Context: an optimization exercise on an open-source flow, tuned for small area. The choices shown serve that exercise and are no tape-out recipe.
The RTL was checked by simulation tests, not by an equivalence proof against the original design.
Power and IR drop assume default switching activity.

## flow/run.sh

```bash
#!/bin/bash
# synth_recipe.tcl (not shown) runs the flow's synth.tcl, then flattens the netlist and writes it again
# the make line also repeats each setting of config.mk as NAME=value (left out here)
make -C /OpenROAD-flow-scripts/flow DESIGN_CONFIG=/design/flow/config.mk WORK_HOME=/design/flow/orfs CLKGATE_MAP_FILE= SYNTH_SCRIPT=/design/flow/synth_recipe.tcl finish
```

## flow/config.mk

```make
export PLATFORM = sky130hd
export DESIGN_NAME = ir_volume
export DESIGN_NICKNAME = ir_volume
export VERILOG_FILES = /design/flow/design.v
export SDC_FILE = /design/flow/constraint.sdc
export NUM_CORES = 4
export LEC_CHECK = 0
export CAP_MARGIN = 20
export CORE_MARGIN = 2
export CORE_UTILIZATION = 40
export SLEW_MARGIN = 20
```

## flow/constraint.sdc

```tcl
create_clock -name core_clock -period 10.0 [get_ports {clk}]
set_input_delay 2.0000 -clock core_clock [delete_from_list [all_inputs] [get_ports {clk}]]
set_output_delay 2.0000 -clock core_clock [all_outputs]
set_load 0.01 [all_outputs]
```

## flow/design.v

```verilog
module ir_volume (
    input  wire       clk,
    input  wire       rst,         
    input  wire       ir_in,       
    input  wire       gtick,       
    input  wire       att_ack,     
    output wire       att_sel_n,
    output wire       att_valid,
    output reg  [7:0] att_byte,
    output wire       tens_we,
    output wire       ones_we,
    output reg  [7:0] seg_tens,
    output reg  [7:0] seg_ones
);
    localparam integer PULSE_CEIL   = 500;
    localparam integer GAP_CEIL     = 1023;
    localparam integer T_GAP        = 50;
    localparam integer T_REPEAT     = 250;
    localparam integer T_IDLE       = 75;
    localparam integer REPEAT_CAP   = 5;
    localparam [7:0]   ADDR         = 8'h07;
    localparam [7:0]   CMD_UP       = 8'h07;
    localparam [7:0]   CMD_DOWN     = 8'h0B;
    localparam [7:0]   CMD_MUTE     = 8'h0F;
    localparam [7:0]   WIPER_OPCODE = 8'h11;
    localparam [7:0]   SEG_BLANK    = 8'h00;
    localparam [3:0] S_IDLE     = 4'd0,
                     S_LEAD_LO  = 4'd1,
                     S_LEAD_HI  = 4'd2,
                     S_BIT_LO   = 4'd3,
                     S_BIT_HI   = 4'd4,
                     S_STOP_LO  = 4'd5,
                     S_OUT_SEL  = 4'd6,
                     S_OUT_OPC  = 4'd7,
                     S_OUT_DATA = 4'd8,
                     S_OUT_TENS = 4'd9,
                     S_OUT_ONES = 4'd10;
    localparam [1:0] C_NONE = 2'd0,
                     C_UP   = 2'd1,
                     C_DOWN = 2'd2,
                     C_MUTE = 2'd3;
    reg  [3:0]  st;
    reg         ir_q;
    reg  [8:0]  pcnt;
    reg  [8:0]  lead;
    reg  [31:0] frame;
    reg  [5:0]  nbits;
    reg  [1:0]  last;
    reg  [2:0]  rcount;
    reg  [9:0]  gap;
    reg  [6:0]  cur;
    reg  [3:0]  tens;
    reg  [3:0]  ones;
    reg  [6:0]  sav_cur;
    reg  [3:0]  sav_tens;
    reg  [3:0]  sav_ones;
    function [7:0] attenuation_for(input [6:0] v);
        case (v)
            7'd0: attenuation_for = 8'd0;
            7'd1: attenuation_for = 8'd1;
            7'd2: attenuation_for = 8'd1;
            7'd3: attenuation_for = 8'd1;
            7'd4: attenuation_for = 8'd1;
            7'd5: attenuation_for = 8'd1;
            7'd6: attenuation_for = 8'd1;
            7'd7: attenuation_for = 8'd2;
            7'd8: attenuation_for = 8'd2;
            7'd9: attenuation_for = 8'd3;
            7'd10: attenuation_for = 8'd3;
            7'd11: attenuation_for = 8'd4;
            7'd12: attenuation_for = 8'd4;
            7'd13: attenuation_for = 8'd5;
            7'd14: attenuation_for = 8'd6;
            7'd15: attenuation_for = 8'd6;
            7'd16: attenuation_for = 8'd7;
            7'd17: attenuation_for = 8'd8;
            7'd18: attenuation_for = 8'd9;
            7'd19: attenuation_for = 8'd10;
            7'd20: attenuation_for = 8'd11;
            7'd21: attenuation_for = 8'd12;
            7'd22: attenuation_for = 8'd13;
            7'd23: attenuation_for = 8'd14;
            7'd24: attenuation_for = 8'd15;
            7'd25: attenuation_for = 8'd17;
            7'd26: attenuation_for = 8'd18;
            7'd27: attenuation_for = 8'd19;
            7'd28: attenuation_for = 8'd21;
            7'd29: attenuation_for = 8'd22;
            7'd30: attenuation_for = 8'd24;
            7'd31: attenuation_for = 8'd26;
            7'd32: attenuation_for = 8'd27;
            7'd33: attenuation_for = 8'd29;
            7'd34: attenuation_for = 8'd31;
            7'd35: attenuation_for = 8'd32;
            7'd36: attenuation_for = 8'd34;
            7'd37: attenuation_for = 8'd36;
            7'd38: attenuation_for = 8'd38;
            7'd39: attenuation_for = 8'd40;
            7'd40: attenuation_for = 8'd42;
            7'd41: attenuation_for = 8'd44;
            7'd42: attenuation_for = 8'd46;
            7'd43: attenuation_for = 8'd49;
            7'd44: attenuation_for = 8'd51;
            7'd45: attenuation_for = 8'd53;
            7'd46: attenuation_for = 8'd56;
            7'd47: attenuation_for = 8'd58;
            7'd48: attenuation_for = 8'd60;
            7'd49: attenuation_for = 8'd63;
            7'd50: attenuation_for = 8'd66;
            7'd51: attenuation_for = 8'd68;
            7'd52: attenuation_for = 8'd71;
            7'd53: attenuation_for = 8'd74;
            7'd54: attenuation_for = 8'd76;
            7'd55: attenuation_for = 8'd79;
            7'd56: attenuation_for = 8'd82;
            7'd57: attenuation_for = 8'd85;
            7'd58: attenuation_for = 8'd88;
            7'd59: attenuation_for = 8'd91;
            7'd60: attenuation_for = 8'd94;
            7'd61: attenuation_for = 8'd97;
            7'd62: attenuation_for = 8'd101;
            7'd63: attenuation_for = 8'd104;
            7'd64: attenuation_for = 8'd107;
            7'd65: attenuation_for = 8'd110;
            7'd66: attenuation_for = 8'd114;
            7'd67: attenuation_for = 8'd117;
            7'd68: attenuation_for = 8'd121;
            7'd69: attenuation_for = 8'd124;
            7'd70: attenuation_for = 8'd128;
            7'd71: attenuation_for = 8'd132;
            7'd72: attenuation_for = 8'd135;
            7'd73: attenuation_for = 8'd139;
            7'd74: attenuation_for = 8'd143;
            7'd75: attenuation_for = 8'd147;
            7'd76: attenuation_for = 8'd151;
            7'd77: attenuation_for = 8'd155;
            7'd78: attenuation_for = 8'd159;
            7'd79: attenuation_for = 8'd163;
            7'd80: attenuation_for = 8'd167;
            7'd81: attenuation_for = 8'd171;
            7'd82: attenuation_for = 8'd175;
            7'd83: attenuation_for = 8'd180;
            7'd84: attenuation_for = 8'd184;
            7'd85: attenuation_for = 8'd188;
            7'd86: attenuation_for = 8'd193;
            7'd87: attenuation_for = 8'd197;
            7'd88: attenuation_for = 8'd202;
            7'd89: attenuation_for = 8'd207;
            7'd90: attenuation_for = 8'd211;
            7'd91: attenuation_for = 8'd216;
            7'd92: attenuation_for = 8'd221;
            7'd93: attenuation_for = 8'd226;
            7'd94: attenuation_for = 8'd230;
            7'd95: attenuation_for = 8'd235;
            7'd96: attenuation_for = 8'd240;
            7'd97: attenuation_for = 8'd245;
            7'd98: attenuation_for = 8'd250;
            7'd99: attenuation_for = 8'd255;
            default: attenuation_for = 8'd0;
        endcase
    endfunction
    function [7:0] seg_lut(input [3:0] d);
        case (d)
            4'd0: seg_lut = 8'h3F;
            4'd1: seg_lut = 8'h06;
            4'd2: seg_lut = 8'h5B;
            4'd3: seg_lut = 8'h4F;
            4'd4: seg_lut = 8'h66;
            4'd5: seg_lut = 8'h6D;
            4'd6: seg_lut = 8'h7D;
            4'd7: seg_lut = 8'h07;
            4'd8: seg_lut = 8'h7F;
            4'd9: seg_lut = 8'h6F;
            default: seg_lut = 8'h00;
        endcase
    endfunction
    reg level;
    always @(*) begin
        case (st)
            S_LEAD_HI, S_BIT_HI: level = 1'b1;
            default:             level = 1'b0;
        endcase
    end
    wire measuring = (st == S_LEAD_LO) || (st == S_LEAD_HI) || (st == S_BIT_LO) ||
                     (st == S_BIT_HI)  || (st == S_STOP_LO);
    wire phase_end = measuring && (ir_in != level);
    wire timeout   = measuring && (ir_in == level) && (pcnt + 9'd1 >= PULSE_CEIL);
    wire [8:0] thr     = ((lead >> 2) + (lead >> 3)) >> 1;
    wire       bit_val = (pcnt > thr);
    wire [7:0] f_addr0 = frame[7:0];
    wire [7:0] f_addr1 = frame[15:8];
    wire [7:0] f_cmd   = frame[23:16];
    wire [7:0] f_chk   = frame[31:24];
    reg [1:0] cmd;       
    always @(*) begin
        if (f_addr0 != ADDR || f_addr1 != ADDR || f_chk != ~f_cmd)
            cmd = C_NONE;
        else if (f_cmd == CMD_UP)
            cmd = C_UP;
        else if (f_cmd == CMD_DOWN)
            cmd = C_DOWN;
        else if (f_cmd == CMD_MUTE)
            cmd = C_MUTE;
        else
            cmd = C_NONE;
    end
    wire done = (st == S_STOP_LO) && (ir_in == 1'b1);
    reg       gate_accept;
    reg [1:0] gate_last;
    reg [2:0] gate_rcount;
    always @(*) begin
        gate_accept = 1'b0;
        gate_last   = last;
        gate_rcount = rcount;
        if (gap < T_GAP) begin
            gate_accept = 1'b0;
        end else if (cmd == last) begin
            if (gap >= T_REPEAT || (rcount == REPEAT_CAP && cmd != C_MUTE)) begin
                gate_accept = 1'b1;
                gate_rcount = (rcount == REPEAT_CAP) ? rcount : rcount + 3'd1;
            end
        end else begin
            gate_accept = 1'b1;
            gate_last   = cmd;
            gate_rcount = 3'd1;
        end
    end
    wire gate_used = done && (cmd != C_NONE);
    wire accept    = gate_used && gate_accept;
    assign att_sel_n = !((st == S_OUT_SEL) || (st == S_OUT_OPC) || (st == S_OUT_DATA));
    assign att_valid = (st == S_OUT_OPC) || (st == S_OUT_DATA);
    assign tens_we   = (st == S_OUT_TENS);
    assign ones_we   = (st == S_OUT_ONES);
    always @(*) begin
        case (st)
            S_OUT_OPC:  att_byte = WIPER_OPCODE;
            S_OUT_DATA: att_byte = attenuation_for(cur);
            default:    att_byte = 8'h00;
        endcase
    end
    always @(posedge clk) begin
        if (rst) begin
            st       <= S_OUT_SEL;
            ir_q     <= 1'b0;
            pcnt     <= 9'd0;
            lead     <= 9'd0;
            frame    <= 32'd0;
            nbits    <= 6'd0;
            last     <= C_NONE;
            rcount   <= 3'd0;
            gap      <= 10'd0;
            cur      <= 7'd0;
            tens     <= 4'd0;
            ones     <= 4'd0;
            sav_cur  <= 7'd0;
            sav_tens <= 4'd0;
            sav_ones <= 4'd0;
            seg_tens <= SEG_BLANK;
            seg_ones <= SEG_BLANK;
        end else begin
            ir_q <= ir_in;
            case (st)
                S_IDLE: begin
                    if (ir_q && !ir_in) begin
                        st   <= S_LEAD_LO;
                        pcnt <= 9'd1;
                    end
                end
                S_LEAD_LO, S_LEAD_HI, S_BIT_LO, S_BIT_HI, S_STOP_LO: begin
                    if (timeout) begin
                        st    <= S_IDLE;
                        pcnt  <= 9'd0;
                        lead  <= 9'd0;
                        frame <= 32'd0;
                        nbits <= 6'd0;
                    end else if (!phase_end) begin
                        pcnt <= pcnt + 9'd1;
                    end else begin
                        pcnt <= 9'd1;
                        case (st)
                            S_LEAD_LO: begin
                                lead <= pcnt;
                                st   <= S_LEAD_HI;
                            end
                            S_LEAD_HI: begin
                                nbits <= 6'd0;
                                frame <= 32'd0;
                                st    <= S_BIT_LO;
                            end
                            S_BIT_LO: begin
                                frame <= {bit_val, frame[31:1]};
                                nbits <= nbits + 6'd1;
                                st    <= S_BIT_HI;
                            end
                            S_BIT_HI: begin
                                st <= (nbits == 6'd32) ? S_STOP_LO : S_BIT_LO;
                            end
                            default: begin  
                                st    <= accept ? S_OUT_SEL : S_IDLE;
                                pcnt  <= 9'd0;
                                lead  <= 9'd0;
                                frame <= 32'd0;
                                nbits <= 6'd0;
                            end
                        endcase
                    end
                end
                S_OUT_SEL:  st <= S_OUT_OPC;
                S_OUT_OPC:  if (att_ack) st <= S_OUT_DATA;
                S_OUT_DATA: if (att_ack) st <= S_OUT_TENS;
                S_OUT_TENS: begin
                    seg_tens <= (tens == 4'd0) ? SEG_BLANK : seg_lut(tens);
                    st       <= S_OUT_ONES;
                end
                S_OUT_ONES: begin
                    seg_ones <= seg_lut(ones);
                    st       <= S_IDLE;
                end
                default: st <= S_IDLE;
            endcase
            if (gate_used) begin
                last   <= gate_last;
                rcount <= gate_rcount;
            end
            if (accept) begin
                case (cmd)
                    C_UP: begin
                        if (cur != 7'd99) begin
                            cur <= cur + 7'd1;
                            if (ones == 4'd9) begin
                                ones <= 4'd0;
                                tens <= tens + 4'd1;
                            end else begin
                                ones <= ones + 4'd1;
                            end
                        end
                    end
                    C_DOWN: begin
                        if (cur != 7'd0) begin
                            cur <= cur - 7'd1;
                            if (ones == 4'd0) begin
                                ones <= 4'd9;
                                tens <= tens - 4'd1;
                            end else begin
                                ones <= ones - 4'd1;
                            end
                        end
                    end
                    default: begin  
                        if (cur != 7'd0) begin
                            sav_cur  <= cur;
                            sav_tens <= tens;
                            sav_ones <= ones;
                            cur      <= 7'd0;
                            tens     <= 4'd0;
                            ones     <= 4'd0;
                        end else begin
                            cur      <= sav_cur;
                            tens     <= sav_tens;
                            ones     <= sav_ones;
                            sav_cur  <= 7'd0;
                            sav_tens <= 4'd0;
                            sav_ones <= 4'd0;
                        end
                    end
                endcase
            end
            if (st == S_IDLE && !accept && rcount == REPEAT_CAP && gap > T_IDLE) begin
                last   <= C_NONE;
                rcount <= 3'd0;
            end
            if (accept)
                gap <= 10'd0;
            else if (gtick && gap != GAP_CEIL)
                gap <= gap + 10'd1;
        end
    end
endmodule
```

==> run notes <==
==> critical path, stage by stage <==
cell	delay, ns
clkdlybuf4s50_1	0.67
nand3b_2	0.20
a2111oi_4	0.57
o21a_1	0.37
and3_1	0.66
mux2i_4	0.80
inv_2	0.39
ha_1	0.34
nor3_1	0.20
nor3_1	0.06
or4_1	0.53
o311a_1	0.15
==> path summary, 6_finish.rpt <==
| check | end | slack [ns] |
|---|---|---|
| max | flop | 3.33 |
| min | sav_tens[2]$_SDFFE_PP0P_ | 0.45 |
| max reg2reg | flop | 3.98 |
| min reg2reg | sav_tens[2]$_SDFFE_PP0P_ | 0.45 |
==> area by class of cell <==
type | instances | area (µm²) | area share (%)
clock buffer | 18 | 429 | 4.60
clock inverter | 13 | 126 | 1.35
inverter | 38 | 143 | 1.53
multi-input combinational | 784 | 5290 | 56.7
sequential | 133 | 2660 | 28.5
tap | 275 | 344 | 3.69
timing repair buffer | 35 | 333 | 3.57
==> cells by family (layout without fill, tap and decap cells) <==
logic type	Yosys count	after routing	share of synthesized area, %
buffers and inverters	107	104	5.70
xor gates and xnor gates	38	38	3.95
muxes	18	18	2.49
AOI/OAI and AO/OA	287	287	24.3
and+or+nand+nor	376	376	22.3
DFF	133	133	31.6
other	1	2	0.0445
adders and majority gates	63	63	9.62
==> through the flow <==
stage | utilization, % | setup WS, ns | std cells | power, W | instance area, µm²
finish | 44.8 | 3.33 | 1296 | 0.00136 | 9330
global route | 44.8 | 3.07 | 1296 | 0.00142 | 9330
CTS | 44.8 | 3.47 | 1296 | 0.00138 | 9330
detailed placement | 42.1 | 3.03 | 1265 | 0.000777 | 8780
global placement | 42.1 | 3.10 | 1265 | 0.000777 | 8780
floorplan | - | 4.51 | 1024 | 0.000721 | 8430
==> per-layer routing <==
| layer | up-vias | routed length (µm) | GRT usage (%) |
|---|---|---|---|
| met5 | - | 0 | 0 |
| met4 | 0 | 411 | 6.76 |
| met3 | 31 | 1040 | 3.73 |
| met2 | 180 | 9410 | 30.0 |
| met1 | 3434 | 10000 | 26.0 |
| li1 | 3669 | - | - |
==> layout by cell type, fill, tap and decap left out, types with 17 or more instances in the layout <==
master,instances
a21oi_1,58
a22oi_1,49
a31oi_1,18
and3_1,17
clkbuf_16,17
clkdlybuf4s50_1,29
dfxtp_1,133
ha_1,60
inv_1,33
nand2_1,81
nand3_1,26
nor2_1,129
nor3_1,20
o21ai_0,37
xnor2_1,19
xor2_1,19
==> report_power, final <==
part | total [W] | leakage, nW | internal, W | switching [W]
sequential | 0.000569 | 1.07 | 0.000543 | 0.0000260
clock | 0.000596 | 0.260 | 0.000343 | 0.000253
combinational | 0.000197 | 2.21 | 0.0000750 | 0.000122
==> summary.txt <==
Clocking
  – CTS tree: built
  – H-Tree Depth: 4
  – # resized after CTS: 0
  – Cts hold-fix bufs: 0
  – CTS Buf Count: 17
  – # clock sinks: 133
  – Max Buffers Root-to-Sink: 2
  – Clock root buffer: clkbuf_16
  – Clk slew on worst S/H paths: 0.06 ns
  – Later-pin clock latency in the skew report: 0.43 ns
  – Post-CTS Repair Setup Buffers: 0

Logic synthesis
  – EDFF count, synth: 0
  – Number of synthesized register bits: 133
  – Netlist cell types: 91
  – Area leader, netlist: dfxtp_1
  – Largest cells by area after synthesis: dfxtp_1 (32%), ha_1 (8.9%), nor2_1 (5.8%)
  – Yosys warns: 1
  – Mapped cell area: 0.00843 mm²
  – Mapped Cells: 1023
  – Yosys top cell area share: 31.6%
  – Syn Area/Cell: 8.24 µm²
  – Register area share after synthesis: 31.6%
  – Top cells by count, synth: dfxtp_1 (133), nor2_1 (130), nand2_1 (81), ha_1 (60), a21oi_1 (58)
  – Cell with the most instances after synthesis: dfxtp_1
  – Synth Flop Type: dfxtp_1
  – Ys async rst share: 0%

Power and ir drop
  – Peak VDD IR: 0.0960 mV
  – Pwr dens: 146 mW/mm²
  – Leak: 3.54 nW

Route
  – Via count: 7314
  – DRC viols: 0
  – Initial DRC Count: 515
  – Detail Route Antenna Nets: 0
  – Drt wl/cell: 16.1 µm
  – Final WL: 20.9 mm
  – Vias per cell: 5.64
  – Initial DRT Pass Iterations: 5

Floorplanning
  – Core area: 0.0208 mm²
  – Full die area: 0.0223 mm²
  – Row count: 53
  – I/O pin total: 33
  – Chip width: 149 µm
  – Vert. Die Dim: 149 µm
  – Starting density of the core: 40.5%

Timing
  – Setup TNS: 0 ns
  – Achievable frequency: 150 MHz
  – Layout Skew: 0.00843 ns
  – Tcrit/Tclk final: 66.7%
  – Worst slew pin tran: 0.979 ns
  – Unrepaired setup endpoints after global routing: no
  – Final Hold Viols: 0
  – Pins Over Slew Limit: 0
  – Rel. slew slack: 34.3%
  – Final min period: 6.67 ns
  – Fin Hold WS: 0.447 ns
  – Final setup viols: 0

Critical path
  – CP Capture Type: flop
  – Max FO, Critical Path: 27
  – CP Launch Type: primary input
  – Arrival @ worst endpoint: 6.98 ns
  – Cells on worst reg2reg path: 16
  – Reg-to-reg startpoint: frame[19]$_SDFFE_PP0P_
  – Setup crit start: ir_in
  – Crit Path Class: primary input to flop
  – Worst Path Required: 10.32 ns

Min path
  – Worst Min Path Start: sav_tens[2]$_SDFFE_PP0P_
  – Worst min path class: flop to flop
  – Hold path depth: 2

GRT
  – GRT overflow: 0
  – Vias in the first global route: 6703
  – GRT Total Usage: 19.1%
  – Antenna violations before repair: 0
  – First-pass GRT wire length: 34.3 mm
  – Largest net degree at the start of global routing: 72

Placed design
  – # port buffers: 30
  – DP Wirelength: 14.2 mm
  – GP Congestion: 0.878

Job
  – Maxcap violations: 0

Finish
  – Diode count: 0
  – Filler instances: 2074
  – Share of layout cells above drive strength 1: 7.84%
  – Nets: 1077
  – Area Overhead vs Synth: 10.7%

Run status
  – Status: no timing/DRC/antenna violations

re-timing with driven ports:
How much do the figures lean on ideal ports? The routed layout below was timed once more, with nothing changed but the port constraints. Step 1 (the two cells are an assumption about what drives the block):
set clk [get_ports {clk}]
set_driving_cell -lib_cell sky130_fd_sc_hd__clkbuf_16 $clk
set_driving_cell -lib_cell sky130_fd_sc_hd__buf_2 [delete_from_list [all_inputs] $clk]
Step 2, shift: input delay + t, output delay - t, t = (earliest + latest rising clock arrival at the registers) / 2. This alone moves slack from input paths to output paths. Three values: ideal ports, drivers, drivers and shift; two values: the first two.
t, ns: 0.472
slack for setup (ns): 3.333 / 3.334 / 2.862
worst setup path at the end: input to register
slew at the worst register clock pin (ns): 0.06 / 0.06
pins driven straight from the clock port: 1
After both steps setup and hold are still met in this run. For this run, drivers alone change the setup slack by +0.001 ns; drivers and shift together by -0.471 ns.
